What follows belongs to an exercise in optimizing a design on an open flow for small area; a production flow would make more cautious choices.
In this exercise RTL edits were held to simulation tests only and were not proved equivalent to the original.
The clock port is modelled as an ideal driver; clocking choices that lean on that would not hold on a real chip.
Power figures rest on the tool's default switching activity, not on a simulated workload.

// xbfs
module xbfs (
    input  wire        clk,
    input  wire        rst,           
    input  wire        cmd_valid,
    input  wire [15:0] cmd,
    input  wire [31:0] wdata,
    output reg  [31:0] rdata,
    output reg         rdata_valid,
    output wire        irq,
    output reg         frame_out,
    output reg         rec_out
);
clock: 10.0 ns
lec_check: 0
cap_margin: 10
core_margin: 2
core_utilization: 72
slew_margin: 10
standard.sh (not shown) runs the stock make flow with config.mk's settings and CLKGATE_MAP_FILE= SYNTH_SCRIPT=/design/flow/synth_recipe.tcl, a recipe that flattens the netlist after the stock synthesis.
==> flow/flow/run.sh <==
#!/bin/bash
# The standard layout, with CTS using large clkbuf_16 sink clusters and no
# dummy loads, small leaf buffers where their clusters allow it
# (flow/downsize.tcl, run at the end of CTS), and the smallest buffer on the
# ports. Each tool's output is kept in a log file in this folder.
set -euo pipefail
CTS="-sink_clustering_enable -repair_clock_nets -dont_use_dummy_load"
CTS="$CTS -buf_list sky130_fd_sc_hd__clkbuf_16"
CTS="$CTS -sink_clustering_size 27 -sink_clustering_max_diameter 60"
bash standard.sh "CTS_ARGS=$CTS" "POST_CTS_TCL=$(pwd)/flow/downsize.tcl" \
    "BUFFER_PORTS_ARGS=-buffer_cell sky130_fd_sc_hd__buf_1" finish > standard.log 2>&1
==> flow/flow/downsize.tcl <==
# Downsize the clock tree's leaf buffers where their flip-flops keep a
# small clock slew: large clusters keep clkbuf_16, small ones need less.
estimate_parasitics -placement
set target 0.100
set sizes {sky130_fd_sc_hd__clkbuf_4 sky130_fd_sc_hd__clkbuf_8}
set n 0
set saved 0.0
foreach inst [get_cells clkbuf_leaf_*] {
  set name [get_full_name $inst]
  set orig [get_lib_cells */[get_property $inst ref_name]]
  set net [get_nets -of_objects [get_pins $name/X]]
  set sinks [get_pins -of_objects $net -filter "direction==input"]
  foreach s $sizes {
    replace_cell $inst [get_lib_cells */$s]
    set worst 0
    foreach p $sinks {
      set v [get_property $p slew_max]
      if {$v > $worst} { set worst $v }
    }
    if {$worst <= $target} {
      incr n
      break
    }
    replace_cell $inst $orig
  }
}
puts "downsized $n clock leaf buffers"
The baseline finished clean.
Then changed:
--- a/flow/flow/run.sh
+++ b/flow/flow/run.sh
@@ -7,5 +7,5 @@
 CTS="-sink_clustering_enable -repair_clock_nets -dont_use_dummy_load"
 CTS="$CTS -buf_list sky130_fd_sc_hd__clkbuf_16"
-CTS="$CTS -sink_clustering_size 27 -sink_clustering_max_diameter 60"
+CTS="$CTS -sink_clustering_size 30 -sink_clustering_max_diameter 60"
 bash standard.sh "CTS_ARGS=$CTS" "POST_CTS_TCL=$(pwd)/flow/downsize.tcl" \
     "BUFFER_PORTS_ARGS=-buffer_cell sky130_fd_sc_hd__buf_1" finish > standard.log 2>&1
--- a/flow/flow/downsize.tcl
+++ b/flow/flow/downsize.tcl
@@ -2,5 +2,5 @@
 # small clock slew: large clusters keep clkbuf_16, small ones need less.
 estimate_parasitics -placement
-set target 0.100
+set target 0.105
 set sizes {sky130_fd_sc_hd__clkbuf_4 sky130_fd_sc_hd__clkbuf_8}
 set n 0
--- a/flow/config.mk
+++ b/flow/config.mk
@@ -6,6 +6,7 @@
 export NUM_CORES = 4
 export LEC_CHECK = 0
-export CAP_MARGIN = 10
+export CAP_MARGIN = 5
 export CORE_MARGIN = 2
-export CORE_UTILIZATION = 72
-export SLEW_MARGIN = 10
+export CORE_UTILIZATION = 68
+export GPL_TIMING_DRIVEN = 0
+export SLEW_MARGIN = 5
=>
- This time the run finished but failed the layout checks on capacitance limit, slew limit
- power stays flat
- non-clock buffer count rises by 248
- sequential power barely changes
- combinational power went up by roughly a tenth
- die area went up by a few percent
- core utilization falls by 3.4 points
- routed wire length rose by a little under a tenth
- critical path depth rose by 1
- final cell count went up by a few percent
Then changed:
==> flow/flow/run.sh (replaced) <==
#!/bin/bash
# The standard layout, with CTS using large clkbuf_16 sink clusters and no
# dummy loads, and the smallest buffer on the ports. Each tool's output is
# kept in a log file in this folder.
set -euo pipefail
CTS="-sink_clustering_enable -repair_clock_nets -dont_use_dummy_load"
CTS="$CTS -buf_list sky130_fd_sc_hd__clkbuf_16"
CTS="$CTS -sink_clustering_size 30 -sink_clustering_max_diameter 60"
bash standard.sh "CTS_ARGS=$CTS" "BUFFER_PORTS_ARGS=-buffer_cell sky130_fd_sc_hd__buf_1" finish > standard.log 2>&1
--- a/flow/config.mk
+++ b/flow/config.mk
@@ -6,7 +6,6 @@
 export NUM_CORES = 4
 export LEC_CHECK = 0
-export CAP_MARGIN = 5
+export CAP_MARGIN = 10
 export CORE_MARGIN = 2
-export CORE_UTILIZATION = 68
-export GPL_TIMING_DRIVEN = 0
-export SLEW_MARGIN = 5
+export CORE_UTILIZATION = 65
+export SLEW_MARGIN = 10
removed: flow/flow/downsize.tcl
Result: With this change the flow ran to the end with no violations; worst setup slack improved by 0.89 ns; clock skew goes down by 0.028 ns; power rose by 2.0%; clock-buffer cell count is higher by 5; cell count fell by 1.4%; wire length falls by 7.1%; cell area drops by 0.93%; maximum frequency rose by 9.9%; worst hold slack gets worse by 0.0092 ns; sequential share of layout area went up by 0.70 points; die area is higher by 4.6%.
Then changed:
--- a/flow/flow/run.sh
+++ b/flow/flow/run.sh
@@ -6,4 +6,4 @@
 CTS="-sink_clustering_enable -repair_clock_nets -dont_use_dummy_load"
 CTS="$CTS -buf_list sky130_fd_sc_hd__clkbuf_16"
-CTS="$CTS -sink_clustering_size 30 -sink_clustering_max_diameter 60"
+CTS="$CTS -sink_clustering_size 27 -sink_clustering_max_diameter 60"
 bash standard.sh "CTS_ARGS=$CTS" "BUFFER_PORTS_ARGS=-buffer_cell sky130_fd_sc_hd__buf_1" finish > standard.log 2>&1
--- a/flow/config.mk
+++ b/flow/config.mk
@@ -8,4 +8,4 @@
 export CAP_MARGIN = 10
 export CORE_MARGIN = 2
-export CORE_UTILIZATION = 65
+export CORE_UTILIZATION = 72
 export SLEW_MARGIN = 10
Effect: Cell count drops by 2.9%. Power stays flat. Synthesized cell count stays the same. Critical path depth is unchanged. Fmax drops by 1.6%. Synthesized area does not change. Non-clock buffer count drops by 1. First-iteration DRC count climbs by 11%.
Then changed:
==> flow/flow/run.sh (replaced) <==
#!/bin/bash
# The standard layout, with CTS using large clkbuf_16 sink clusters and no
# dummy loads, small leaf buffers where their clusters allow it
# (flow/downsize.tcl, run at the end of CTS), and the smallest buffer on the
# ports. Each tool's output is kept in a log file in this folder.
set -euo pipefail
CTS="-sink_clustering_enable -repair_clock_nets -dont_use_dummy_load"
CTS="$CTS -buf_list sky130_fd_sc_hd__clkbuf_16"
CTS="$CTS -sink_clustering_size 30 -sink_clustering_max_diameter 60"
bash standard.sh "CTS_ARGS=$CTS" "POST_CTS_TCL=$(pwd)/flow/downsize.tcl" \
    "BUFFER_PORTS_ARGS=-buffer_cell sky130_fd_sc_hd__buf_1" finish > standard.log 2>&1
==> flow/flow/downsize.tcl (new file) <==
# Downsize the clock tree's leaf buffers where their flip-flops keep a
# small clock slew: large clusters keep clkbuf_16, small ones need less.
estimate_parasitics -placement
set target 0.105
set sizes {sky130_fd_sc_hd__clkbuf_4 sky130_fd_sc_hd__clkbuf_8}
set n 0
set saved 0.0
foreach inst [get_cells clkbuf_leaf_*] {
  set name [get_full_name $inst]
  set orig [get_lib_cells */[get_property $inst ref_name]]
  set net [get_nets -of_objects [get_pins $name/X]]
  set sinks [get_pins -of_objects $net -filter "direction==input"]
  foreach s $sizes {
    replace_cell $inst [get_lib_cells */$s]
    set worst 0
    foreach p $sinks {
      set v [get_property $p slew_max]
      if {$v > $worst} { set worst $v }
    }
    if {$worst <= $target} {
      incr n
      break
    }
    replace_cell $inst $orig
  }
}
puts "downsized $n clock leaf buffers"
--- a/flow/config.mk
+++ b/flow/config.mk
@@ -6,6 +6,6 @@
 export NUM_CORES = 4
 export LEC_CHECK = 0
-export CAP_MARGIN = 10
+export CAP_MARGIN = 5
 export CORE_MARGIN = 2
-export CORE_UTILIZATION = 72
-export SLEW_MARGIN = 10
+export CORE_UTILIZATION = 68
+export SLEW_MARGIN = 5
- The new run ran to the end with no violations
- routed wire length goes down by about 1%
- combinational power is about the same
- worst setup slack gains 0.013 ns
- final area hardly moves
- via count drops by 2.0%
- total power came out lower by 2.4%
- sequential cell count is unchanged
- synthesized cell count stays the same
- register-to-register slack gets better by 0.09 ns
Then changed:
--- a/flow/flow/downsize.tcl
+++ b/flow/flow/downsize.tcl
@@ -2,5 +2,5 @@
 # small clock slew: large clusters keep clkbuf_16, small ones need less.
 estimate_parasitics -placement
-set target 0.105
+set target 0.110
 set sizes {sky130_fd_sc_hd__clkbuf_4 sky130_fd_sc_hd__clkbuf_8}
 set n 0
Result:
- final area hardly moves
- die area stays the same
- wire length hardly moves
- power went down by 0.33%
- cell count does not change
- synthesized area is unchanged
- critical path depth is unchanged
- synthesized cell count stays the same
- non-clock buffer count went up by 1

==> afterwards: timing with drivers on the ports <==
Ports are ideal in the flow. The routed layouts listed here were re-timed in OpenROAD. Step 1 assumes that a clkbuf_16 drives the clock port and a buf_2 every other input. Step 2 times the ports against the registers' clock, not the clock port: input delays grow and output delays shrink by t, the midpoint of the rising clock arrivals with the driver on. Slacks: ideal / step 1 / step 2; pairs: ideal / step 1.
run | t (ns) | setup slack, ns | worst setup path at the end | clock arrival spread, ns | worst data-port slew with drivers (ns)
the first run | 0.885 | 0.898 / 0.762 / -0.123 | input to register | 0.097 / 0.098 | 0.23
the second run | 0.920 | 0.168 / 0.222 / -0.698 | input to register | 0.114 / 0.114 | 0.05
the third run | 0.925 | 1.056 / 0.914 / -0.011 | input to register | 0.084 / 0.083 | 0.38
the fourth run | 0.886 | 0.906 / 0.761 / -0.125 | input to register | 0.106 / 0.106 | 0.24
the fifth run | 0.923 | 0.920 / 0.796 / -0.127 | input to register | 0.093 / 0.093 | 0.28
the sixth run | 0.919 | 0.917 / 0.782 / -0.137 | input to register | 0.094 / 0.094 | 0.29
For the third run, which loses most, drivers alone change the setup slack by -0.142 ns; drivers and shift together by -1.067 ns.
